Context: an optimization exercise on an open-source flow, tuned for small area, a short achievable clock period and few clock cycles per item. The choices shown serve that exercise and are no tape-out recipe.
Function was not checked in any run shown here: the RTL went through the layout flow alone.

File: flow/design.v
module lsc_mapper (
    input  wire        clk,
    input  wire        rst,
    input  wire        in_valid,
    output wire        in_ready,
    input  wire        in_imm,
    input  wire        in_mtrunc,
    input  wire [15:0] in_value,
    input  wire [15:0] in_rmin,
    input  wire [15:0] in_rmax,
    output wire        out_valid,
    input  wire        out_ready,
    output wire [7:0]  out_angle,
    output wire [31:0] out_lux
);
    function [16:0] dstep;       
        input [16:0] top;
        input [15:0] den;
        reg   [17:0] t;
        begin
            t = {1'b0, top} - {2'b0, den};
            dstep = t[17] ? {1'b0, top[15:0]} : {1'b1, t[15:0]};
        end
    endfunction
    function [51:0] csa;
        input [25:0] a, b, c;
        csa = {((a & b) | (a & c) | (b & c)) << 1, a ^ b ^ c};
    endfunction
    reg        k_valid;              
    reg        rdy;                  
    wire       adv = ~k_valid;       
    assign in_ready = rdy;
    reg        v0;
    reg        imm0, trunc0;
    reg [15:0] val0, rmin0, rmax0;
    function [1:0] add3;         
        input [1:0] a, b;
        case ({a, b})
            4'b0000: add3 = 2'd0; 4'b0001: add3 = 2'd1; 4'b0010: add3 = 2'd2;
            4'b0100: add3 = 2'd1; 4'b0101: add3 = 2'd2; 4'b0110: add3 = 2'd0;
            4'b1000: add3 = 2'd2; 4'b1001: add3 = 2'd0; 4'b1010: add3 = 2'd1;
            default: add3 = 2'd0;
        endcase
    endfunction
    function [1:0] dig3;         
        input [1:0] d;
        dig3 = {d[1] & ~d[0], d[0] & ~d[1]};
    endfunction
    function [1:0] pair3;        
        input [3:0] x;
        pair3 = add3(dig3(x[1:0]), dig3(x[3:2]));
    endfunction
    wire [1:0] vm3 = add3(add3(pair3(val0[3:0]),  pair3(val0[7:4])),
                          add3(pair3(val0[11:8]), pair3(val0[15:12])));
    reg  [2:0] m;
    always @(*) begin
        case ({val0[0], vm3})
            3'b000: m = 3'd0; 3'b001: m = 3'd2; 3'b010: m = 3'd4;
            3'b100: m = 3'd3; 3'b101: m = 3'd5; 3'b110: m = 3'd1;
            default: m = 3'd0;
        endcase
    end
    wire [25:0] vv  = {10'd0, val0};
    wire [25:0] rr  = {10'd0, rmin0};
    wire [25:0] vi  = imm0 ? vv : 26'd0;
    wire [25:0] mt  = trunc0 ? {23'h7FFFFF, ~m} : 26'd0;           
    wire [25:0] kc  = {24'd0, 1'b1, trunc0};                        
    wire [51:0] ya  = csa(vv, vv << 2, vi);
    wire [51:0] yb  = csa(~(rr << 1), ~(rr << 2), kc);
    wire [51:0] yc  = csa(ya[25:0], ya[51:26], yb[25:0]);
    wire [51:0] yd  = csa(yc[25:0], yc[51:26], yb[51:26]);
    wire [51:0] ye  = csa(yd[25:0], yd[51:26], mt);
    wire [25:0] y_s = ye[25:0], y_c = ye[51:26];
    wire [51:0] na  = csa(y_s << 5, y_c << 5, ~(y_s << 1));
    wire [51:0] nb  = csa(na[25:0], na[51:26], ~(y_c << 1));
    wire [51:0] nc  = csa(nb[25:0], nb[51:26], 26'd2);
    wire [25:0] n_s1 = nc[25:0] + nc[51:26];
    wire [15:0] d_s1 = rmax0 - rmin0;
    reg        v1, neg1;
    reg [23:0] n1;
    reg [15:0] d1, val1;
    wire [16:0] s7 = dstep(n1[23:7], d1);
    wire [16:0] s6 = dstep({s7[15:0], n1[6]}, d1);
    wire        ovf_s2 = (n1[23:8] >= d1);                   
    reg        v2, neg2, ovf2;
    reg [21:0] r2;               
    reg [1:0]  q2;
    reg [15:0] d2, val2;
    wire [16:0] s5 = dstep(r2[21:5], d2);
    wire [16:0] s4 = dstep({s5[15:0], r2[4]}, d2);
    reg        v3, neg3, ovf3;
    reg [19:0] r3;
    reg [3:0]  q3;
    reg [15:0] d3, val3;
    wire [16:0] s3 = dstep(r3[19:3], d3);
    wire [16:0] s2 = dstep({s3[15:0], r3[2]}, d3);
    wire [5:0]  qh = {q3, s3[16], s2[16]};                   
    wire        sat_s4 = ovf3 | (qh >= 6'd45);               
    wire [18:0] x5_s4 = {3'd0, val3} + {1'b0, val3, 2'b00};
    reg        v4, neg4, sat4;
    reg [17:0] r4;
    reg [5:0]  q4;
    reg [15:0] d4;
    reg [18:0] x5_4;
    wire [16:0] s1 = dstep(r4[17:1], d4);
    wire [16:0] s0 = dstep({s1[15:0], r4[0]}, d4);           
    wire [7:0]  ang_s5 = neg4 ? 8'd0 : sat4 ? 8'd180 : {q4, s1[16], s0[16]};
    wire [18:0] lq = x5_4 / 19'd3;
    wire [18:0] lr = x5_4 % 19'd3;
    reg        o_valid;
    reg [7:0]  o_angle;
    reg [16:0] o_lux;
    reg [1:0]  o_r;
    reg [7:0]  k_angle;
    reg [16:0] k_lux;
    reg [1:0]  k_r;
    wire o_free = ~o_valid | out_ready;
    always @(posedge clk) begin
        if (rst) begin
            v0 <= 1'b0; v1 <= 1'b0; v2 <= 1'b0; v3 <= 1'b0; v4 <= 1'b0;
            o_valid <= 1'b0;
            k_valid <= 1'b0;
            rdy     <= 1'b1;
        end else begin
            if (adv) begin
                v0 <= in_valid;
                v1 <= v0;
                v2 <= v1;
                v3 <= v2;
                v4 <= v3;
            end
            if (k_valid) begin
                if (out_ready) begin
                    o_valid <= 1'b1;
                    k_valid <= 1'b0;
                    rdy     <= 1'b1;
                end
            end else if (o_free) begin
                o_valid <= v4;
            end else if (v4) begin
                k_valid <= 1'b1;
                rdy     <= 1'b0;
            end
        end
        if (adv) begin
            imm0   <= in_imm;
            trunc0 <= ~in_imm & in_mtrunc;
            val0   <= in_value;
            rmin0  <= in_rmin;
            rmax0  <= in_rmax;
            n1   <= n_s1[23:0];
            neg1 <= n_s1[25];
            d1   <= d_s1;
            val1 <= val0;
            r2   <= {s6[15:0], n1[5:0]};
            q2   <= {s7[16], s6[16]};
            neg2 <= neg1;
            ovf2 <= ovf_s2;
            d2   <= d1;
            val2 <= val1;
            r3   <= {s4[15:0], r2[3:0]};
            q3   <= {q2, s5[16], s4[16]};
            neg3 <= neg2;
            ovf3 <= ovf2;
            d3   <= d2;
            val3 <= val2;
            r4   <= {s2[15:0], r3[1:0]};
            q4   <= qh;
            neg4 <= neg3;
            sat4 <= sat_s4;
            d4   <= d3;
            x5_4 <= x5_s4;
        end
        if (k_valid) begin
            if (out_ready) begin
                o_angle <= k_angle;
                o_lux   <= k_lux;
                o_r     <= k_r;
            end
        end else if (o_free) begin
            o_angle <= ang_s5;
            o_lux   <= lq[16:0];
            o_r     <= lr[1:0];
        end else begin
            k_angle <= ang_s5;
            k_lux   <= lq[16:0];
            k_r     <= lr[1:0];
        end
    end
    assign out_valid = o_valid;
    assign out_angle = o_angle;
    assign out_lux = {o_lux,
                      o_r[1], o_r[0], o_r[1], o_r[0], o_r[1], o_r[0], o_r[1], o_r[0],
                      o_r[1], o_r[0], o_r[1], o_r[0], o_r[1], o_r[0], o_r[1]};
endmodule
File: flow/run.sh
#!/bin/bash
# synth_recipe.tcl (not shown) runs the flow's synth.tcl, then flattens the netlist and writes it again
# the make line also repeats each setting of config.mk as NAME=value (left out here)
make -C /OpenROAD-flow-scripts/flow DESIGN_CONFIG=/design/flow/config.mk WORK_HOME=/design/flow/orfs CLKGATE_MAP_FILE= SYNTH_SCRIPT=/design/flow/synth_recipe.tcl finish
File: flow/config.mk
export PLATFORM = sky130hd
export DESIGN_NAME = lsc_mapper
export DESIGN_NICKNAME = lsc_mapper
export VERILOG_FILES = /design/flow/design.v
export SDC_FILE = /design/flow/constraint.sdc
export NUM_CORES = 4
export LEC_CHECK = 0
export ABC_AREA = 1
export CAP_MARGIN = 20
export CORE_MARGIN = 2
export CORE_UTILIZATION = 40
export SLEW_MARGIN = 20
File: flow/constraint.sdc
create_clock -name core_clock -period 22.0 [get_ports {clk}]
set_input_delay 4.4000 -clock core_clock [delete_from_list [all_inputs] [get_ports {clk}]]
set_output_delay 4.4000 -clock core_clock [all_outputs]
set_load 0.01 [all_outputs]
==> run summary, run 1 <==
- Status: finished clean
- EDFF count, synth: 334
- Peak fanout along the critical path: 7
- Share of cells above drive strength 1: 5.961%
- Compound-Gate Fraction of Synth Area: 11.22%
- Final Non-Filler Cells: 3240
- IO Port Bufs: 95
- Clock latency (worst-skew pair): 560 ps
- RSZ-0062 raised after global routing: false
- GR Overflow Total: 0
- Final setup vio count: 0
- CP peak stage delay: 530 ps
- DR WL/cell: 13.29 um
- Clk_skew: 17.13 ps
- Register-to-Register Path Depth: 40
- Drt drc: 0
- Layout Nets: 2854
- Critical path class: flip-flop to flip-flop
- Reg2reg start: val0[6]$_DFFE_PN_
- Root cell of the clock tree: clkbuf_16
- Syn Inst Count: 2337
- Cts hold-fix bufs: 0
- Die footprint: 60970 um2
- FF-to-FF End: neg1$_DFFE_PN_
- Die width: 246.9 um
- Setup repair bufs after CTS: 0
- Initial Util: 40.22%
- Most frequent cells in the layout: 400 x inv_1, 334 x edfxtp_1, 279 x nand2_1, 275 x ha_1, 207 x a21oi_1
- Simple-gate share of the synthesized area: 9.864%
- Main combinational cell family by area after synthesis: adder cells
- Worst path slowest cell: fa_1
- Synth Register Bits: 342
- Vias in the first global route: 15.42k
- ANT nets after route: 0
- Vias per cell: 4.725
- Sequential fraction of the synthesis area: 43.17%
- Storage element area: 10190 um2
- First-pass GRT wire length: 72640 um
- Initial antenna violation count: 1
- DRT Pass-1 Iters: 5
- Area Growth Syn to Fin: 13.46%
- Hold Vio Cnt, Final: 0
- Core Rows: 89
- Core box area: 58690 um2
- Tmin final: 7572 ps
- Adder-Cell Fraction of Synth Area: 22.04%
- Dpl cells: 3170
- XOR/XNOR Fraction of Synth Area: 6.085%
- R2r setup slk: 14430 ps
- Fin. max-slew vios: 0
- Die Ht: 246.9 um
- Worst setup EP type: flip-flop
- Worst Path Required: 22300 ps
- Netlist Area Pre-Place: 23610 um2
- CTS sink cnt: 342
- Unique masters post-synth: 46
- Tcrit/Tclk final: 34.42%
- CTS HTree Levels: 2
- Routed via count: 15.31k
- CTS Buffer Depth: 3
- Syn. warnings: 1
- Largest net degree at the start of global routing: 188
- Crit path arrival time: 7870 ps
- Hold-critical path depth: 0
- CTS tree: done
- Post-DP HPWL: 34450 um
- DR iter-0 viols: 634
- Placer Congestion: 0.7959
- Max transition margin: 36.63%
- Syn Nets: 2754
- Predominant post-synthesis flop cell: edfxtp_1
- Commonest non-fill, non-tap cell in the layout: inv_1
- Setup TNS Final: 0 ps
- Synth Area per Inst: 10.10 um2
- Worst-Margin Slew: 950.5 ps
- DRT Wirelength: 43070 um
- Max_cap viols: 0
- Worst min-delay path startpoint: val1[11]$_DFFE_PN_
- Number of CTS-inserted buffers: 38
- PostCTS Resize Cnt: 0
- Tot GR Track Use: 14.55%
- I/O pin count: 96
- Area taken by multi-input logic gates: 11670 um2
- Worst hold endpoint: val2[11]$_DFFE_PN_
- CTS clk-pin slew, worst paths: 60 ps
- CP startpoint kind: flip-flop
- Hold Path Class: flip-flop to flip-flop
- Post-synth ARST share: 0%
- Fmax: 132.1 MHz
- Filler cells: 5336
- Mux contribution to synthesized area: 0.1802%
[Yosys cell counts (9+ instances only)]
master | instances | area share, %
edfxtp_1 | 334 | 42
a31oi_1 | 17 | 0.45
and2_1 | 15 | 0.40
xnor2_1 | 32 | 1.2
inv_1 | 401 | 6.4
buf_4 | 13 | 0.41
nand2_1 | 279 | 4.4
o21bai_1 | 48 | 1.5
nand3_2 | 9 | 0.38
xor2_1 | 132 | 4.9
clkbuf_1 | 29 | 0.46
nand2_2 | 24 | 0.64
a21o_1 | 9 | 0.29
fa_1 | 88 | 7.5
o21ai_2 | 12 | 0.45
nor2_1 | 153 | 2.4
o21a_1 | 14 | 0.45
o21ai_0 | 134 | 2.8
a21oi_1 | 207 | 4.4
ha_1 | 275 | 15
nand3_1 | 42 | 0.89
[per-layer routing]
layer	part of all wire (%)	track usage, %	up-vias
met5	0	0	-
met4	2.0	4.128	0
met3	2.5	2.192	46
met2	50	26.17	122
met1	45	18.01	7123
li1	-	-	8017
[worst max-delay path by stage]
stage	from	to	cells after the start
2_1_floorplan	k_valid$_SDFF_PP0_	o_lux[15]$_DFFE_PP_	4
3_3_place_gp	val0[2]$_DFFE_PN_	neg1$_DFFE_PN_	38
3_5_place_dp	val0[6]$_DFFE_PN_	neg1$_DFFE_PN_	40
4_1_cts	val0[6]$_DFFE_PN_	neg1$_DFFE_PN_	40
5_1_grt	val0[6]$_DFFE_PN_	neg1$_DFFE_PN_	45
6_report	val0[6]$_DFFE_PN_	neg1$_DFFE_PN_	40
[cells by family (layout without fill, tap and decap cells)]
family,after synthesis,in the layout
AO/OA/AOI/OAI,463,463
XOR/XNOR,164,164
adder cells (fa/ha/maj),363,363
buffers and inverters,455,584
flip-flops,342,342
multiplexers,4,4
other,0,1
AND/OR/NAND/NOR,546,546
[sequential cells by signal, summed over array words and instances (netlist names), 4 cells and up]
| signal | count |
|---|---|
| d1 | 16 |
| d2 | 16 |
| d3 | 16 |
| d4 | 16 |
| k_angle | 8 |
| k_lux | 17 |
| n1 | 23 |
| o_angle | 8 |
| o_lux | 17 |
| q3 | 4 |
| q4 | 6 |
| r2 | 21 |
| r3 | 19 |
| r4 | 17 |
| rmax0 | 16 |
| rmin0 | 16 |
| val0 | 16 |
| val1 | 16 |
| val2 | 16 |
| val3 | 16 |
| x5_4 | 19 |
[worst max-delay path, delay by kind of cell (launching register included)]
family / cells / cell delay, ps
AOI/OAI and AO/OA: 18 / 2970
xor gates and xnor gates: 1 / 140
adders and majority gates: 6 / 2270
buffers and inverters: 8 / 600
DFF: 1 / 500
and+or+nand+nor: 7 / 830
[area by class of cell]
type	count	share of cell area [%]
Sequential cell	342	38.05
Timing Repair Buffer	104	3.850
Antenna cell	1	0.009344
Tap cell	773	3.611
Clock inverter	21	1.084
Inverter	411	5.788
Clock buffer	48	4.036
Multi-Input combinational cell	1540	43.57
[through the flow]
| step | cell area (um2) | util [%] | hold slack, ps | setup WS [ps] |
|---|---|---|---|---|
| after floorplan | 23610 | - | 400.3 | 12690 |
| after global placement | 25410 | 43.30 | 401.1 | 14570 |
| after detailed placement | 25410 | 43.30 | 404.5 | 14440 |
| after CTS | 26780 | 45.63 | 413.3 | 14420 |
| after global routing | 26780 | 45.64 | 424.5 | 13510 |
| final | 26780 | 45.64 | 410.9 | 14430 |
==> inputs of run 2 (changes only) <==
==> flow/flow/run.sh (new file) <==
#!/bin/bash
# Layout: the standard flow (standard synthesis, same constraints), with ORFS's
# repair_timing asked for a larger setup margin so that it also works on paths that
# already meet the 22 ns clock.  Each tool's output goes to a log file here.
set -euo pipefail
bash standard.sh SETUP_SLACK_MARGIN=14.5 finish > flow_make.log 2>&1
==> flow/standard.sh (new file) <==
#!/bin/bash
# synth_recipe.tcl (not shown) runs the flow's synth.tcl, then flattens the netlist and writes it again
# the make line also repeats each setting of config.mk as NAME=value (left out here)
make -C /OpenROAD-flow-scripts/flow DESIGN_CONFIG=/design/flow/config.mk WORK_HOME=/design/flow/orfs CLKGATE_MAP_FILE= SYNTH_SCRIPT=/design/flow/synth_recipe.tcl "${@:-finish}"
removed: flow/run.sh
==> run summary, run 2 <==
- Number of CTS-inserted buffers: 39
- Routed via count: 15.63k
- Setup TNS Final: 0 ps
- Reg with most FFs: n1
- Vias in the first global route: 15.66k
- Initial Util: 40.22%
- Netlist Area Pre-Place: 23610 um2
- GR Overflow Total: 0
- DR WL/cell: 13.71 um
- Predominant post-synthesis flop cell: edfxtp_1
- Largest registers: n1 x23, r2 x21
- IO Port Bufs: 95
- I/O pin count: 96
- Critical Path Most Common Cell: nand2_1
- Syn. warnings: 1
- First-pass GRT wire length: 74370 um
- Peak fanout along the critical path: 7
- DRT Pass-1 Iters: 4
- Drt drc: 0
- Final core occ: 46.11%
- Final Non-Filler Cells: 3275
- Diodes inserted: 0
- Cts hold-fix bufs: 0
- Post-synth ARST share: 0%
- RSZ-0062 raised after global routing: true
- Worst Path Required: 22290 ps
- Placer Congestion: 0.8079
- Post-DP HPWL: 34970 um
- Critical path class: flip-flop to flip-flop
- Worst path slowest cell: edfxtp_1
- Tot GR Track Use: 14.91%
- Core box area: 58690 um2
- Largest net degree at the start of global routing: 176
- Fmax: 144.9 MHz
- Max_cap viols: 0
- Die footprint: 60970 um2
- ANT nets after route: 0
- Leading area contributor after synthesis: edfxtp_1
- Syn Nets: 2754
- Crit path arrival time: 7190 ps
- Initial antenna violation count: 0
- Worst setup EP type: flip-flop
- Syn Inst Count: 2337
- Synth area leaders: edfxtp_1 42%, ha_1 15%, fa_1 7.5%
- DR iter-0 viols: 664
- Unique masters post-synth: 46
- Fin. max-slew vios: 0
- Area Growth Syn to Fin: 14.64%
- Synth top area share: 42.49%
- Tmin final: 6900 ps
- Dpl cells: 3171
- Final setup vio count: 0
- Root cell of the clock tree: clkbuf_16
- Clock latency (worst-skew pair): 560 ps
- Max reg flops: 23
- Hold Vio Cnt, Final: 0
- Share of cells above drive strength 1: 8.153%
- Tcrit/Tclk final: 31.36%
- Storage element area: 10190 um2
- Hold Path Class: flip-flop to flip-flop
- Worst-Margin Slew: 891.9 ps
- CTS Buffer Depth: 3
- CTS sink cnt: 342
- EDFF count, synth: 334
- DRT Wirelength: 44900 um
- Layout Nets: 2889
- CP startpoint kind: flip-flop
- CTS clk-pin slew, worst paths: 60 ps
- Commonest non-fill, non-tap cell in the layout: inv_1
- Die width: 246.9 um
- Clk_skew: 19.69 ps
- Sequential fraction of the synthesis area: 43.17%
- Max transition margin: 40.54%
- CP peak stage delay: 490 ps
- Most frequent cells in the layout: 397 x inv_1, 334 x edfxtp_1, 277 x nand2_1, 274 x ha_1, 197 x a21oi_1
- Most frequent cell after synthesis: inv_1
- CTS tree: done
- Die Ht: 246.9 um
- Synth Area per Inst: 10.10 um2
- Filler cells: 5378
- Synth cell count leaders: 401 x inv_1, 334 x edfxtp_1, 279 x nand2_1, 275 x ha_1, 207 x a21oi_1
- Area taken by multi-input logic gates: 11790 um2
- CTS HTree Levels: 2
- Status: finished clean
- Core Rows: 89
- Synth Register Bits: 342
- Vias per cell: 4.773
-- run 2: cell counts after synthesis --
Identical to the previous run, type by type.
-- run 2: repair_timing --
item	4_1_cts	5_1_grt
pin swaps	0	5
gates resized for setup	3	48
buffers inserted	1	28
gates cloned	1	3
setup endpoints to repair	16	55
-- run 2: per-stage QoR --
step	setup WS, ps	area [um2]	hold WS, ps
after floorplan	15350	23610	400.3
after global placement	14560	25400	400.7
after detailed placement	14400	25400	404.5
after CTS	14510	26680	417.5
after global routing	14320	27060	421.0
final	15100	27060	416.8
-- run 2: cells by family (layout without fill, tap and decap cells) --
logic type,count (synthesis),after routing,synth area share [%]
AO/OA/AOI/OAI,463,463,11.22
XOR/XNOR,164,164,6.085
adder cells (fa/ha/maj),363,363,22.04
buffers and inverters,455,620,7.442
flip-flops,342,342,43.17
multiplexers,4,4,0.1802
AND/OR/NAND/NOR,546,546,9.864
-- run 2: layout make-up --
cell class                 instances  area share [%]
clock buffer                      50           3.986
inverter                         411           5.789
sequential                       342           37.65
timing repair inverter             3         0.08323
clock inverter                    21          0.6750
timing repair buffer             135           4.679
tap                              773           3.574
multi-input combinational       1540           43.56
-- run 2: worst paths after layout --
kind | cells after the start | to | startpoint | slack, ps
hold reg to reg | 0 | r2[4]$_DFFE_PN_ | n1[4]$_DFFE_PN_ | 420
setup reg to reg | 38 | neg1$_DFFE_PN_ | val0[10]$_DFFE_PN_ | 15100
hold / removal | 0 | r2[4]$_DFFE_PN_ | n1[4]$_DFFE_PN_ | 420
setup / recovery | 38 | neg1$_DFFE_PN_ | val0[10]$_DFFE_PN_ | 15100
-- run 2: worst max-delay path: cells and delay by family, from the launching register on --
family                   cells  cell delay, ps
flip-flops                   1             490
AO/OA/AOI/OAI               17            2380
buffers and inverters        4             370
AND/OR/NAND/NOR             10             980
XOR/XNOR                     1             140
adder cells (fa/ha/maj)      6            2250
-- run 2: metal layers --
metal  wire length (um)  GRT usage, %
met1              19980         18.25
met4               1342         5.599
met5                  0             0
met2              22450         26.64
met3               1128         1.975
==> inputs of run 3 (changes only) <==
--- a/flow/flow/run.sh
+++ b/flow/flow/run.sh
@@ -5,2 +5,2 @@
 set -euo pipefail
-bash standard.sh SETUP_SLACK_MARGIN=14.5 finish > flow_make.log 2>&1
+bash standard.sh SETUP_SLACK_MARGIN=16 finish > flow_make.log 2>&1
==> run summary, run 3 <==
- Hold Vio Cnt, Final: 0
- Synth cell count leaders: 401 x inv_1, 334 x edfxtp_1, 279 x nand2_1, 275 x ha_1, 207 x a21oi_1
- Post-DP HPWL: 34790 um
- Hold Path Class: flip-flop to flip-flop
- Core Rows: 89
- Critical path class: flip-flop to flip-flop
- Commonest non-fill, non-tap cell in the layout: inv_1
- Synth area leaders: edfxtp_1 42%, ha_1 15%, fa_1 7.5%
- DRT Pass-1 Iters: 5
- Leading area contributor after synthesis: edfxtp_1
- Layout Nets: 3222
- Sequential fraction of the synthesis area: 43.17%
- Worst-Margin Slew: 958.9 ps
- CTS Buffer Depth: 3
- Crit path arrival time: 7010 ps
- Tmin final: 6690 ps
- Clock latency (worst-skew pair): 570 ps
- CTS sink cnt: 342
- DR iter-0 viols: 826
- Max_cap viols: 0
- Max reg flops: 23
- Clk_skew: 24.46 ps
- Max transition margin: 36.07%
- Syn. warnings: 1
- Initial antenna violation count: 0
- Diodes inserted: 0
- Syn Nets: 2754
- Post-place setup slack: 14470 ps
- Status: finished clean
- Core box area: 58690 um2
- EDFF count, synth: 334
- Tot GR Track Use: 17.42%
- GR Overflow Total: 0
- Fmax: 149.5 MHz
- Placer Congestion: 0.7901
- IO Port Bufs: 95
- Worst setup EP type: flip-flop
- Worst path slowest cell: fa_1
- CTS HTree Levels: 2
- Tcrit/Tclk final: 30.41%
- Predominant post-synthesis flop cell: edfxtp_1
- DRT Wirelength: 55350 um
- Most frequent cells in the layout: 355 x inv_1, 334 x edfxtp_1, 251 x buf_4, 240 x ha_1, 207 x nand2_1
- Synth Area per Inst: 10.10 um2
- Die width: 246.9 um
- Vias in the first global route: 17.94k
- CTS tree: done
- Die footprint: 60970 um2
- Most frequent cell after synthesis: inv_1
- Routed via count: 17.66k
- DR WL/cell: 15.33 um
- Synth top area share: 42.49%
- Root cell of the clock tree: clkbuf_16
- Cts hold-fix bufs: 0
- Setup TNS Final: 0 ps
- Vias per cell: 4.893
- Worst Path Required: 22320 ps
- Synth Register Bits: 342
- Fin. max-slew vios: 0
- Number of CTS-inserted buffers: 41
- Initial Util: 40.22%
- RSZ-0062 raised after global routing: true
- Post-synth ARST share: 0%
- CP startpoint kind: flip-flop
- Area Growth Syn to Fin: 34.99%
- Die Ht: 246.9 um
- Netlist Area Pre-Place: 23610 um2
- First-pass GRT wire length: 86380 um
- Final setup vio count: 0
- Peak fanout along the critical path: 5
- Largest registers: n1 x23, r2 x21
- I/O pin count: 96
- Syn Inst Count: 2337
- ANT nets after route: 0
- Final WS setup: 15310 ps
- Drt drc: 0
- CTS clk-pin slew, worst paths: 60 ps
- Unique masters post-synth: 46
- CP peak stage delay: 570 ps
- Share of cells above drive strength 1: 30.07%
- Reg with most FFs: n1
- Largest net degree at the start of global routing: 118
==> run 3: what timing repair did <==
| item | 4_1_cts | 5_1_grt |
|---|---|---|
| pin swaps | 133 | 250 |
| cloned | 11 | 1 |
| endpoints found under the hold margin | 0 | 0 |
| resized for setup | 248 | 365 |
| setup endpoints to repair | 79 | 74 |
| setup buffers | 252 | 99 |
==> run 3: logic make-up after synthesis <==
family                     count (synthesis)  share of synthesized area, %
xor gates and xnor gates                 164                         6.085
AOI/OAI and AO/OA                        463                         11.22
and+or+nand+nor                          546                         9.864
buffers and inverters                    455                         7.442
adders and majority gates                363                         22.04
DFF                                      342                         43.17
muxes                                      4                        0.1802
==> run 3: path summary, 6_finish.rpt <==
check | startpoint | cells after the start | slack, ps | end
worst min register to register | val2[13]$_DFFE_PN_ | 0 | 410 | val3[13]$_DFFE_PN_
worst min-delay path | val2[13]$_DFFE_PN_ | 0 | 410 | val3[13]$_DFFE_PN_
worst max register to register | val0[1]$_DFFE_PN_ | 30 | 15310 | n1[23]$_DFFE_PN_
worst max-delay path | val0[1]$_DFFE_PN_ | 30 | 15310 | n1[23]$_DFFE_PN_
==> run 3: routing by layer <==
metal	wire, um	vias to the layer above	track usage (%)	share of wire (%)
met4	1704	0	5.811	3.1
met5	0	-	0	0
met2	29610	282	33.13	53
met1	22580	8494	20.03	41
li1	-	8763	-	-
met3	1456	124	2.105	2.6
==> run 3: through the flow <==
step	hold WS [ps]	area (um2)	std cells	util (%)
after detailed placement	404.5	25520	3172	43.49
after floorplan	400.3	23740	2337	-
after global placement	400.8	25520	3172	43.49
after global routing	419.5	31860	3610	54.30
final	410.9	31860	3610	54.30
after CTS	407.9	29600	3510	50.43
==> run 3: area by class of cell <==
class,count,area (um2)
fillers,4819,26820
flip-flops and latches,342,10190
inverters,411,1569
clock inverters,25,226.5
well taps,773,967.2
multi-input cells,1540,13450
repair inverters,5,37.54
clock buffers,50,1090
repair buffers,464,4332
==> run 3: critical path: cells and delay by family (launching register included) <==
kind                       cells  cell delay, ps
xor gates and xnor gates       2             310
adders and majority gates      8            3390
buffers and inverters          7             600
DFF                            1             470
AOI/OAI and AO/OA             11            1510
and+or+nand+nor                2             160
==> inputs of run 4 (changes only) <==
--- a/flow/flow/run.sh
+++ b/flow/flow/run.sh
@@ -5,2 +5,2 @@
 set -euo pipefail
-bash standard.sh SETUP_SLACK_MARGIN=16 finish > flow_make.log 2>&1
+bash standard.sh SETUP_SLACK_MARGIN=15 finish > flow_make.log 2>&1
==> run summary, run 4 <==
- Status: finished clean
- Finished Cell Area: 27720 um2
- Max reg flops: 23
- Placer Congestion: 0.8079
- Clock latency (worst-skew pair): 550 ps
- DR WL/cell: 13.89 um
- First-pass GRT wire length: 75810 um
- Met3 wire len: 1034 um
- DR iter-0 viols: 686
- Post-DP HPWL: 34970 um
- Sequential fraction of the synthesis area: 43.17%
- Commonest non-fill, non-tap cell in the layout: inv_1
- Core Rows: 89
- CTS sink cnt: 342
- GR Overflow Total: 0
- EDFF count, synth: 334
- Most frequent cell after synthesis: inv_1
- CTS tree: done
- Worst min-delay path startpoint: n1[4]$_DFFE_PN_
- Fin. max-slew vios: 0
- Die footprint: 60970 um2
- Setup TNS Final: 0 ps
- Synth Area per Inst: 10.10 um2
- Worst hold endpoint: r2[4]$_DFFE_PN_
- Tot GR Track Use: 15.21%
- Final setup vio count: 0
- IO Port Bufs: 95
- Synth top area share: 42.49%
- Drt drc: 0
- Layout Nets: 2929
- Top sig layer: met4
- Clk_skew: 18.23 ps
- Leading area contributor after synthesis: edfxtp_1
- Tcrit/Tclk final: 30.49%
- Syn. warnings: 1
- Reg2reg start: val0[6]$_DFFE_PN_
- Area Growth Syn to Fin: 17.44%
- CP peak stage delay: 560 ps
- Worst Path Required: 22300 ps
- Largest registers: n1 x23, r2 x21
- Initial Util: 40.22%
- Critical path class: flip-flop to flip-flop
- Reg with most FFs: n1
- Netlist Area Pre-Place: 23610 um2
- Crit path arrival time: 7000 ps
- Diodes inserted: 0
- Initial antenna violation count: 0
- Met2 WL: 23690 um
- Max transition margin: 41.30%
- Core box area: 58690 um2
- Cts hold-fix bufs: 0
- Critical Path Most Common Cell: a21oi_2
- DRT Wirelength: 46050 um
- Most frequent cells in the layout: 382 x inv_1, 334 x edfxtp_1, 273 x nand2_1, 260 x ha_1, 185 x a21oi_1
- Routed via count: 15.90k
- RSZ-0062 raised after global routing: true
- Hold Path Class: flip-flop to flip-flop
- Worst path slowest cell: fa_2
- Hold Vio Cnt, Final: 0
- FF-to-FF End: neg1$_DFFE_PN_
- Synth Register Bits: 342
- Share of cells above drive strength 1: 12.31%
- Unique masters post-synth: 46
- Die Ht: 246.9 um
- Worst setup EP type: flip-flop
- Worst-Margin Slew: 880.6 ps
- CTS clk-pin slew, worst paths: 60 ps
- CP startpoint kind: flip-flop
- Peak fanout along the critical path: 4
- Hold-critical path depth: 0
- CTS Buffer Depth: 3
- Fmax: 149.1 MHz
- I/O pin count: 96
- Post-synth ARST share: 0%
- Predominant post-synthesis flop cell: edfxtp_1
- ANT nets after route: 0
- DRT Pass-1 Iters: 5
- Largest net degree at the start of global routing: 176
- Vias in the first global route: 15.86k
- DP Area: 25400 um2
- Tmin final: 6707 ps
- Register-to-Register Path Depth: 31
- Die width: 246.9 um
- Max_cap viols: 0
- CTS HTree Levels: 2
- R2r setup slk: 15290 ps
- WL met1: 20310 um
- Number of CTS-inserted buffers: 39
- Syn Inst Count: 2337
- Root cell of the clock tree: clkbuf_16
- Synth cell count leaders: 401 x inv_1, 334 x edfxtp_1, 279 x nand2_1, 275 x ha_1, 207 x a21oi_1
- Synth area leaders: edfxtp_1 42%, ha_1 15%, fa_1 7.5%
- Syn Nets: 2754
- Vias per cell: 4.796
run 4: cell counts after synthesis:
No cell type changed its count.
run 4: layout make-up:
| cell class | count | area [um2] |
|---|---|---|
| Clock buffer | 50 | 1079 |
| Clock inverter | 21 | 182.7 |
| Fill cell | 5326 | 30960 |
| Inverter | 411 | 1567 |
| Multi-Input combinational cell | 1540 | 12120 |
| Sequential cell | 342 | 10190 |
| Tap cell | 773 | 967.2 |
| Timing Repair Buffer | 174 | 1587 |
| Timing Repair inverter | 4 | 30.03 |
run 4: worst max-delay path, delay by kind of cell, from the launching register on:
family,cells,cell delay [ps]
compound gates,12,1580
xor+xnor,2,320
fa+ha+maj,8,3350
buf+inv,5,470
flops,1,430
simple gates,4,290
run 4: how the worst max path moves through the flow:
stage	to	depth (start not counted)	slack [ps]	from
final	neg1$_DFFE_PN_	31	15290	val0[6]$_DFFE_PN_
after floorplan	neg1$_DFFE_PN_	43	15350	val0[14]$_DFFE_PN_
after detailed placement	r3[4]$_DFFE_PN_	42	14400	d2[1]$_DFFE_PN_
after CTS	sat4$_DFFE_PN_	51	15000	d3[1]$_DFFE_PN_
after global routing	sat4$_DFFE_PN_	51	14880	d3[1]$_DFFE_PN_
after global placement	neg1$_DFFE_PN_	38	14560	val0[2]$_DFFE_PN_
run 4: what timing repair did:
item                       CTS  global route
pin swaps                   16            60
buffers inserted            32            35
resized for setup           37           102
gates cloned                 4             2
setup endpoints to repair   52            58
run 4: kinds of logic after synthesis:
group           share of synthesized area [%]
simple gates                            9.864
compound gates                          11.22
buf+inv                                 7.442
fa+ha+maj                               22.04
flops                                   43.17
xor+xnor                                6.085
mux                                    0.1802
run 4: per-stage QoR:
stage / std cells / hold slack, ps / util, % / setup slack (ps)
after floorplan: 2337 / 400.3 / - / 15350
after global placement: 3171 / 400.7 / 43.29 / 14560
after detailed placement: 3171 / 404.5 / 43.29 / 14400
after CTS: 3278 / 417.5 / 46.06 / 15000
after global routing: 3315 / 421.0 / 47.24 / 14880
final: 3315 / 416.7 / 47.24 / 15290
run 4: routing by layer:
layer	vias up	track usage [%]
li1	8167	-
met1	7529	18.65
met2	144	27.96
met3	59	1.823
met4	0	4.217
met5	-	0
==> inputs of run 5 (changes only) <==
==> flow/flow/run.sh (replaced) <==
#!/bin/bash
# Layout: the standard flow (standard synthesis, same constraints), with ORFS's
# repair_timing asked for a larger setup margin so that it also works on paths that
# already meet the 22 ns clock, and plain buffers on the ports.  Each tool's output
# goes to a log file here.
set -euo pipefail
bash standard.sh SETUP_SLACK_MARGIN=14.5 "BUFFER_PORTS_ARGS=-buffer_cell sky130_fd_sc_hd__buf_2" finish > flow_make.log 2>&1
--- a/flow/config.mk
+++ b/flow/config.mk
@@ -10,3 +10,4 @@
 export CORE_MARGIN = 2
-export CORE_UTILIZATION = 40
+export CORE_UTILIZATION = 55
+export CTS_BUF_LIST = sky130_fd_sc_hd__clkbuf_4
 export SLEW_MARGIN = 20
==> run summary, run 5 <==
- FF-to-FF End: neg1$_DFFE_PN_
- Fin. max-slew vios: 0
- DRT Pass-1 Iters: 5
- Leading area contributor after synthesis: edfxtp_1
- Initial Util: 56.02%
- Initial antenna violation count: 3
- ANT nets after route: 0
- CTS tree: done
- Syn Nets: 2754
- Hold Path Class: flip-flop to flip-flop
- Post-place setup slack: 14540 ps
- Predominant post-synthesis flop cell: edfxtp_1
- Largest registers: n1 x23, r2 x21
- EDFF count, synth: 334
- Cts hold-fix bufs: 0
- CTS Buffer Depth: 3
- Worst hold endpoint: val2[1]$_DFFE_PN_
- Filler cells: 3524
- Syn. warnings: 1
- Most frequent cell after synthesis: inv_1
- Area taken by multi-input logic gates: 11780 um2
- DR iter-0 viols: 595
- R2r setup slk: 15000 ps
- Post-synth ARST share: 0%
- DR WL/cell: 13.60 um
- CP startpoint kind: flip-flop
- Fmax: 142.9 MHz
- Max reg flops: 23
- Share of cells above drive strength 1: 15.32%
- Max transition margin: 36.43%
- Sequential fraction of the synthesis area: 43.17%
- Storage element area: 10190 um2
- Synth top area share: 42.49%
- Clk_skew: 74.62 ps
- Critical path class: flip-flop to flip-flop
- Vias per cell: 5.022
- Die footprint: 44590 um2
- IO Port Bufs: 95
- Syn Inst Count: 2337
- Setup TNS Final: 0 ps
- Drt drc: 0
- Root cell of the clock tree: clkbuf_4
- Status: finished clean
- Clock latency (worst-skew pair): 850 ps
- DRT Wirelength: 42890 um
- Worst min-delay path startpoint: val1[1]$_DFFE_PN_
- Most frequent cells in the layout: 397 x inv_1, 334 x edfxtp_1, 277 x nand2_1, 274 x ha_1, 200 x a21oi_1
- I/O pin count: 96
- Post-DP HPWL: 33190 um
- Hold Vio Cnt, Final: 0
- Placer Congestion: 0.8162
- Commonest non-fill, non-tap cell in the layout: inv_1
- CTS HTree Levels: 3
- Crit path arrival time: 7570 ps
- Hold-critical path depth: 0
- Worst Path Required: 22580 ps
- Area Growth Syn to Fin: 11.50%
- First-pass GRT wire length: 72170 um
- Synth Area per Inst: 10.10 um2
- Tmin final: 6998 ps
- Tcrit/Tclk final: 31.81%
- Core box area: 42130 um2
- Synth area leaders: edfxtp_1 42%, ha_1 15%, fa_1 7.5%
- Netlist Area Pre-Place: 23610 um2
- GR Overflow Total: 0
- Number of CTS-inserted buffers: 92
- Worst path slowest cell: fa_1
- Synth cell count leaders: 401 x inv_1, 334 x edfxtp_1, 279 x nand2_1, 275 x ha_1, 207 x a21oi_1
- Die width: 211.2 um
- CTS clk-pin slew, worst paths: 60 ps
- Reg2reg start: val0[3]$_DFFE_PN_
- Core Rows: 75
- Routed via count: 15.84k
- CTS sink cnt: 342
- Max_cap viols: 0
- Largest net degree at the start of global routing: 117
- Tot GR Track Use: 20.11%
- Vias in the first global route: 15.77k
- Final WS setup: 15000 ps
- CP peak stage delay: 590 ps
- Unique masters post-synth: 46
- Critical Path Most Common Cell: fa_1
- Layout Nets: 2957
- Synth Register Bits: 342
- Worst-Margin Slew: 953.6 ps
- Worst setup EP type: flip-flop
- RSZ-0062 raised after global routing: false
- Die Ht: 211.2 um
- Peak fanout along the critical path: 4
- Reg with most FFs: n1
- Final setup vio count: 0
- Register-to-Register Path Depth: 32
run 5: worst max path at each step:
stage	startpoint	to	slack, ps	cells past startpoint
2_1_floorplan	val0[14]$_DFFE_PN_	neg1$_DFFE_PN_	15350	43
3_3_place_gp	d2[1]$_DFFE_PN_	r3[5]$_DFFE_PN_	14600	43
6_report	val0[3]$_DFFE_PN_	neg1$_DFFE_PN_	15000	32
4_1_cts	val0[3]$_DFFE_PN_	neg1$_DFFE_PN_	14500	37
5_1_grt	val0[3]$_DFFE_PN_	neg1$_DFFE_PN_	14460	43
3_5_place_dp	d2[2]$_DFFE_PN_	r3[5]$_DFFE_PN_	14540	43
run 5: what timing repair did:
action	CTS	global route
endpoints found under the setup margin	12	55
pin swaps	0	14
resized for setup	2	51
gates cloned	1	3
buffers inserted	1	42
run 5: routing by layer:
layer / up-vias / global-route usage [%] / routed length, um
li1: 8297 / - / -
met1: 7294 / 25.10 / 19560
met2: 191 / 35.11 / 21100
met3: 53 / 4.133 / 1453
met4: 0 / 6.241 / 779
met5: - / 0 / 0
run 5: cell families (layout without fill, tap and decap cells):
kind of cell | count (synthesis) | count (layout) | share of synthesized area (%)
muxes | 4 | 4 | 0.1802
and+or+nand+nor | 546 | 546 | 9.864
DFF | 342 | 342 | 43.17
other | 0 | 3 | 0
adders and majority gates | 363 | 363 | 22.04
AOI/OAI and AO/OA | 463 | 463 | 11.22
xor gates and xnor gates | 164 | 164 | 6.085
buffers and inverters | 455 | 729 | 7.442
run 5: final cells by class:
class                           instances  share of cell area [%]
Antenna cell                            3                 0.02852
Clock buffer                          133                   3.794
Clock inverter                         32                  0.6513
Inverter                              411                   5.933
Multi-Input combinational cell       1540                   44.75
Sequential cell                       342                   38.71
Tap cell                              539                   2.562
Timing Repair Buffer                  149                   3.451
Timing Repair inverter                  4                  0.1141
run 5: critical path, delay by kind of cell, from the launching register on:
kind            cells  cell delay, ps
fa+ha+maj           8            3490
xor+xnor            2             320
simple gates        4             300
buf+inv             5             430
flops               1             450
compound gates     13            1730
run 5: stage by stage:
stage / utilization [%] / cell area (um2) / hold WS [ps] / cells
after floorplan: - / 23610 / 400.3 / 2337
after global placement: 58.49 / 24640 / 400.2 / 2938
after detailed placement: 58.49 / 24640 / 404.5 / 2938
after CTS: 61.31 / 25830 / 374.5 / 3105
after global routing: 62.47 / 26320 / 361.4 / 3153
final: 62.47 / 26320 / 390.3 / 3153
==> inputs of run 6 (changes only) <==
--- a/flow/design.v
+++ b/flow/design.v
@@ -17,6 +17,6 @@
         input [16:0] top;
-        input [15:0] den;
+        input [15:0] dn;
         reg   [17:0] t;
         begin
-            t = {1'b0, top} - {2'b0, den};
+            t = {1'b0, top} + {2'b11, dn} + 18'd1;       
             dstep = t[17] ? {1'b0, top[15:0]} : {1'b1, t[15:0]};
@@ -77,9 +77,10 @@
     wire [25:0] n_s1 = nc[25:0] + nc[51:26];
-    wire [15:0] d_s1 = rmax0 - rmin0;
+    wire [15:0] d_s1 = ~(rmax0 - rmin0);                   
     reg        v1, neg1;
     reg [23:0] n1;
-    reg [15:0] d1, val1;
+    reg [15:0] d1, val1;         
     wire [16:0] s7 = dstep(n1[23:7], d1);
     wire [16:0] s6 = dstep({s7[15:0], n1[6]}, d1);
-    wire        ovf_s2 = (n1[23:8] >= d1);                   
+    wire [16:0] ov_t   = {1'b0, n1[23:8]} + {1'b1, d1} + 17'd1;
+    wire        ovf_s2 = ~ov_t[16];                          
     reg        v2, neg2, ovf2;
==> run summary, run 6 <==
- Status: finished clean
- Clock latency (worst-skew pair): 830 ps
- Filler cells: 3505
- Vias in the first global route: 15.69k
- Worst-Margin Slew: 1104 ps
- Worst setup EP type: flip-flop
- DRT Pass-1 Iters: 5
- CTS clk-pin slew, worst paths: 70 ps
- Most frequent cells in the layout: 363 x inv_1, 334 x edfxtp_1, 304 x nand2_1, 272 x ha_1, 190 x a21oi_1
- CP startpoint: val0[5]$_DFFE_PN_
- EDFF count, synth: 334
- Tot GR Track Use: 20.55%
- Synth cell count leaders: 367 x inv_1, 334 x edfxtp_1, 306 x nand2_1, 274 x ha_1, 200 x a21oi_1
- CP peak stage delay: 590 ps
- Tmin final: 7074 ps
- Drt drc: 0
- CTS Buffer Depth: 3
- Die footprint: 44150 um2
- CTS HTree Levels: 3
- Reg2reg start: val0[5]$_DFFE_PN_
- Fmax: 141.4 MHz
- Crit-path leading delay family: adder cells
- CP startpoint kind: flip-flop
- Cts hold-fix bufs: 0
- Predominant post-synthesis flop cell: edfxtp_1
- Area Growth Syn to Fin: 11.22%
- Post-synth ARST share: 0%
- Worst path slowest cell: fa_1
- Number of CTS-inserted buffers: 90
- CTS tree: done
- Root cell of the clock tree: clkbuf_4
- Max transition margin: 26.43%
- DR iter-0 viols: 525
- Hold Path Class: flip-flop to flip-flop
- Largest registers: n1 x23, r2 x21
- Largest net degree at the start of global routing: 194
- Bufs and invs on worst path: 5
- ANT nets after route: 0
- Vias per cell: 5.084
- RSZ-0062 raised after global routing: false
- Initial antenna violation count: 2
- Syn. warnings: 1
- Clk_skew: 51.81 ps
- Share of cells above drive strength 1: 14.40%
- Crit path arrival time: 7630 ps
- Core Rows: 75
- Core box area: 41950 um2
- Synth Area per Inst: 10.12 um2
- Most frequent cell after synthesis: inv_1
- Synth area leaders: edfxtp_1 43%, ha_1 15%, fa_1 7.5%
- IO Port Bufs: 95
- Tcrit/Tclk final: 32.16%
- Syn Inst Count: 2310
- Fin. max-slew vios: 0
- Peak fanout along the critical path: 7
- Setup TNS Final: 0 ps
- Synth top area share: 42.92%
- Worst Path Required: 22550 ps
- Syn Nets: 2726
- Post-DP HPWL: 33290 um
- Routed via count: 15.78k
- Layout Nets: 2915
- Unique masters post-synth: 45
- GR Overflow Total: 0
- DR WL/cell: 14.20 um
- Post-place setup slack: 14310 ps
- Placer Congestion: 0.8131
- Die width: 210.1 um
- Worst min-delay path startpoint: val1[1]$_DFFE_PN_
- Final WS setup: 14930 ps
- Hold Vio Cnt, Final: 0
- Commonest non-fill, non-tap cell in the layout: inv_1
- Initial Util: 55.71%
- First-pass GRT wire length: 73110 um
- Max_cap viols: 0
- CTS sink cnt: 342
- Critical path class: flip-flop to flip-flop
- Synth Register Bits: 342
- I/O pin count: 96
- Max reg flops: 23
- Netlist Area Pre-Place: 23370 um2
- DRT Wirelength: 44070 um
- Reg with most FFs: n1
- Final setup vio count: 0
- Sequential fraction of the synthesis area: 43.60%
- Die Ht: 210.1 um
- Leading area contributor after synthesis: edfxtp_1
==> run 6: layout make-up <==
class / instances / area (um2) / share of cell area, %
inverters: 374 / 1423 / 5.473
well taps: 539 / 674.4 / 2.595
diodes: 2 / 5.005 / 0.01926
multi-input cells: 1550 / 11710 / 45.04
clock inverters: 29 / 176.4 / 0.6788
repair buffers: 134 / 817.0 / 3.144
flip-flops and latches: 342 / 10190 / 39.20
repair inverters: 7 / 52.55 / 0.2022
clock buffers: 126 / 945.9 / 3.639
==> run 6: path summary, 6_finish.rpt <==
| path | endpoint | slack (ps) | cells past startpoint |
|---|---|---|---|
| worst max-delay path | neg1$_DFFE_PN_ | 14930 | 32 |
| worst min-delay path | val2[1]$_DFFE_PN_ | 390 | 0 |
| worst max register to register | neg1$_DFFE_PN_ | 14930 | 32 |
| worst min register to register | val2[1]$_DFFE_PN_ | 390 | 0 |
==> run 6: repair_timing <==
item,CTS,global route
gates resized for setup,1,58
pin swaps,0,19
setup endpoints to repair,3,56
cloned,0,7
endpoints found under the hold margin,0,0
buffers inserted,4,27
==> run 6: logic make-up (layout without fill, tap and decap cells) <==
group | count (synthesis) | count (layout) | share of synthesized area, %
fa+ha+maj | 362 | 362 | 22.21
mux | 3 | 3 | 0.1338
other cells | 0 | 2 | 0
simple gates | 572 | 572 | 10.24
flops | 342 | 342 | 43.60
xor+xnor | 160 | 160 | 5.996
buf+inv | 418 | 670 | 6.928
compound gates | 453 | 453 | 10.90
==> run 6: per-stage QoR <==
| stage | cells | instance area [um2] | hold WS, ps | utilization (%) |
|---|---|---|---|---|
| after floorplan | 2310 | 23370 | 400.3 | - |
| after global placement | 2908 | 24400 | 400.3 | 58.17 |
| after detailed placement | 2908 | 24400 | 404.5 | 58.17 |
| after CTS | 3067 | 25560 | 358.6 | 60.93 |
| after global routing | 3102 | 25990 | 356.4 | 61.96 |
| final | 3103 | 25990 | 386.0 | 61.96 |
==> run 6: per-layer routing <==
layer | wire, um | track usage (%) | vias up
li1 | - | - | 8199
met1 | 20260 | 26.49 | 7276
met2 | 20890 | 34.31 | 224
met3 | 1576 | 3.799 | 77
met4 | 1342 | 8.535 | 0
met5 | 0 | 0 | -
==> inputs of run 7 (changes only) <==
--- a/flow/flow/run.sh
+++ b/flow/flow/run.sh
@@ -6,2 +6,2 @@
 set -euo pipefail
-bash standard.sh SETUP_SLACK_MARGIN=14.5 "BUFFER_PORTS_ARGS=-buffer_cell sky130_fd_sc_hd__buf_2" finish > flow_make.log 2>&1
+bash standard.sh SETUP_SLACK_MARGIN=15 "BUFFER_PORTS_ARGS=-buffer_cell sky130_fd_sc_hd__buf_2" finish > flow_make.log 2>&1
==> run summary, run 7 <==
- Crit path arrival time: 7320 ps
- Vias in the first global route: 15.98k
- Peak fanout along the critical path: 4
- Root cell of the clock tree: clkbuf_4
- Predominant post-synthesis flop cell: edfxtp_1
- Largest registers: n1 x23, r2 x21
- Worst setup EP type: flip-flop
- Share of cells above drive strength 1: 18.50%
- Die Ht: 210.1 um
- Vias per cell: 5.098
- Max reg flops: 23
- Post-synth ARST share: 0%
- DR WL/cell: 14.37 um
- Synth top area share: 42.92%
- Most frequent cells in the layout: 358 x inv_1, 334 x edfxtp_1, 296 x nand2_1, 259 x ha_1, 171 x a21oi_1
- Number of CTS-inserted buffers: 90
- R2r setup slk: 15230 ps
- Core box area: 41950 um2
- Commonest non-fill, non-tap cell in the layout: inv_1
- Synth Area per Inst: 10.12 um2
- CTS tree: done
- Fin. max-slew vios: 0
- Adder-Cell Fraction of Synth Area: 22.21%
- Sequential fraction of the synthesis area: 43.60%
- CP peak stage delay: 480 ps
- Placer Congestion: 0.8131
- Final setup vio count: 0
- Status: finished clean
- Die width: 210.1 um
- CP startpoint kind: flip-flop
- I/O pin count: 96
- Area Growth Syn to Fin: 14.21%
- Layout Nets: 2958
- DRT Pass-1 Iters: 5
- First-pass GRT wire length: 74440 um
- Reg2reg start: val0[15]$_DFFE_PN_
- Synth cell count leaders: 367 x inv_1, 334 x edfxtp_1, 306 x nand2_1, 274 x ha_1, 200 x a21oi_1
- Tmin final: 6771 ps
- Compound-Gate Fraction of Synth Area: 10.90%
- Mux contribution to synthesized area: 0.1338%
- Drt drc: 0
- Final core occ: 63.63%
- GR Overflow Total: 0
- Netlist Area Pre-Place: 23370 um2
- CTS clk-pin slew, worst paths: 70 ps
- Critical path class: flip-flop to flip-flop
- Synth area leaders: edfxtp_1 43%, ha_1 15%, fa_1 7.5%
- Hold Path Class: flip-flop to flip-flop
- Tot GR Track Use: 20.91%
- Tcrit/Tclk final: 30.78%
- DR iter-0 viols: 535
- Largest net degree at the start of global routing: 194
- Die footprint: 44150 um2
- DRT Wirelength: 45200 um
- Hold WS: 391.1 ps
- Synth Register Bits: 342
- Simple-gate share of the synthesized area: 10.24%
- IO Port Bufs: 95
- Routed via count: 16.03k
- CTS sink cnt: 342
- Worst path slowest cell: fa_2
- FF-to-FF End: neg1$_DFFE_PN_
- Reg with most FFs: n1
- Core Rows: 75
- CTS HTree Levels: 3
- Clk_skew: 47.59 ps
- Leading area contributor after synthesis: edfxtp_1
- Setup TNS Final: 0 ps
- Worst setup path endpoint: neg1$_DFFE_PN_
- Most frequent cell after synthesis: inv_1
- XOR/XNOR Fraction of Synth Area: 5.996%
- Max_cap viols: 0
- RSZ-0062 raised after global routing: true
- Worst min-delay path startpoint: val1[2]$_DFFE_PN_
- Syn Inst Count: 2310
- CP startpoint: val0[15]$_DFFE_PN_
- Unique masters post-synth: 45
- EDFF count, synth: 334
- Syn Nets: 2726
- Initial antenna violation count: 2
- Hold Vio Cnt, Final: 0
- Post-DP HPWL: 33290 um
- Critical Path Most Common Cell: a21oi_2
- Main combinational cell family by area after synthesis: adder cells
- CTS Buffer Depth: 3
- Clock latency (worst-skew pair): 830 ps
- Worst-Margin Slew: 1081 ps
- Max transition margin: 27.94%
- Syn. warnings: 1
- ANT nets after route: 0
- Fmax: 147.7 MHz
- Worst Path Required: 22550 ps
- Register-to-Register Path Depth: 43
- Initial Util: 55.71%
-- run 7: metal layers --
metal	wire length (um)	share of wire, %	vias to the layer above	track usage [%]
met5	0	0	-	0
met4	1391	3.1	0	8.755
met3	1573	3.5	79	3.829
met2	21650	48	234	35.21
met1	20590	46	7436	26.69
li1	-	-	8284	-
-- run 7: area by class of cell --
class	instances	area [um2]
diodes	1	2.502
clock buffers	126	945.9
clock inverters	29	176.4
fillers	3442	15260
inverters	374	1425
multi-input cells	1550	12030
flip-flops and latches	342	10190
well taps	539	674.4
repair buffers	178	1197
repair inverters	6	45.04
-- run 7: kinds of logic (layout without fill, tap and decap cells) --
family | count (synthesis) | in the layout
compound gates | 453 | 453
simple gates | 572 | 572
mux | 3 | 3
fa+ha+maj | 362 | 362
buf+inv | 418 | 713
other cells | 0 | 1
xor+xnor | 160 | 160
flops | 342 | 342
-- run 7: worst min path at each step --
stage	slack, ps	end	depth (start not counted)
6_report	390	val2[2]$_DFFE_PN_	0
2_1_floorplan	400	neg2$_DFFE_PN_	0
4_1_cts	360	val2[1]$_DFFE_PN_	0
5_1_grt	360	val2[2]$_DFFE_PN_	0
3_3_place_gp	400	val3[9]$_DFFE_PN_	0
3_5_place_dp	400	val2[9]$_DFFE_PN_	0
-- run 7: what timing repair did --
item | CTS | global route
setup endpoints to repair | 52 | 59
resized for setup | 32 | 118
setup buffers | 26 | 48
gates cloned | 3 | 4
pin swaps | 6 | 71
hold buffers | 0 | 0
-- run 7: critical path, delay by kind of cell, from the launching register on --
family | cells | cell delay [ps]
AOI/OAI and AO/OA | 16 | 2070
xor gates and xnor gates | 1 | 80
adders and majority gates | 6 | 2060
buffers and inverters | 7 | 540
DFF | 1 | 400
muxes | 1 | 270
and+or+nand+nor | 12 | 1080
-- run 7: stage by stage --
step                      instance area [um2]  setup slack, ps  instances
after CTS                               25840            14970       3092
after detailed placement                24400            14310       2908
final                                   26690            15230       3145
after floorplan                         23370            15180       2310
after global placement                  24400            14500       2908
after global routing                    26690            14770       3145

-- separate check: timing with driven ports --
How much do the figures lean on ideal ports? The routed layouts below were timed once more, with nothing changed but the port constraints.
Step 1 (the two cells are an assumption about what drives the block):
set clk [get_ports {clk}]
set_driving_cell -lib_cell sky130_fd_sc_hd__clkbuf_16 $clk
set_driving_cell -lib_cell sky130_fd_sc_hd__buf_2 [delete_from_list [all_inputs] $clk]
Step 2 adds t to the input delays and takes it off the output delays; t is the mean of the earliest and latest rising clock arrival at the registers after step 1. Input paths then give back, and output paths get back, about the clock's delay inside the block.
a / b / c = ideal ports / drivers / drivers and shift; a / b = the first two.
run	shift t [ns]	slack for setup (ns)	hold slack, ns	worst register clock-pin slew, ns	pins driven straight from the clock port
run 1	0.605	14.428 / 14.428 / 14.428	0.411 / 0.411 / 0.411	0.06 / 0.06	1
run 2	0.598	15.100 / 15.100 / 15.100	0.417 / 0.417 / 0.417	0.06 / 0.06	1
run 3	0.613	15.310 / 15.310 / 15.310	0.411 / 0.411 / 0.411	0.07 / 0.07	1
run 4	0.601	15.293 / 15.293 / 15.293	0.417 / 0.417 / 0.417	0.06 / 0.06	1
run 5	0.870	15.002 / 15.002 / 15.002	0.390 / 0.390 / 0.390	0.08 / 0.08	1
run 6	0.856	14.926 / 14.926 / 14.926	0.386 / 0.386 / 0.386	0.08 / 0.08	1
run 7	0.857	15.229 / 15.229 / 15.229	0.391 / 0.391 / 0.391	0.08 / 0.08	1
After both steps every run listed still meets setup and hold.
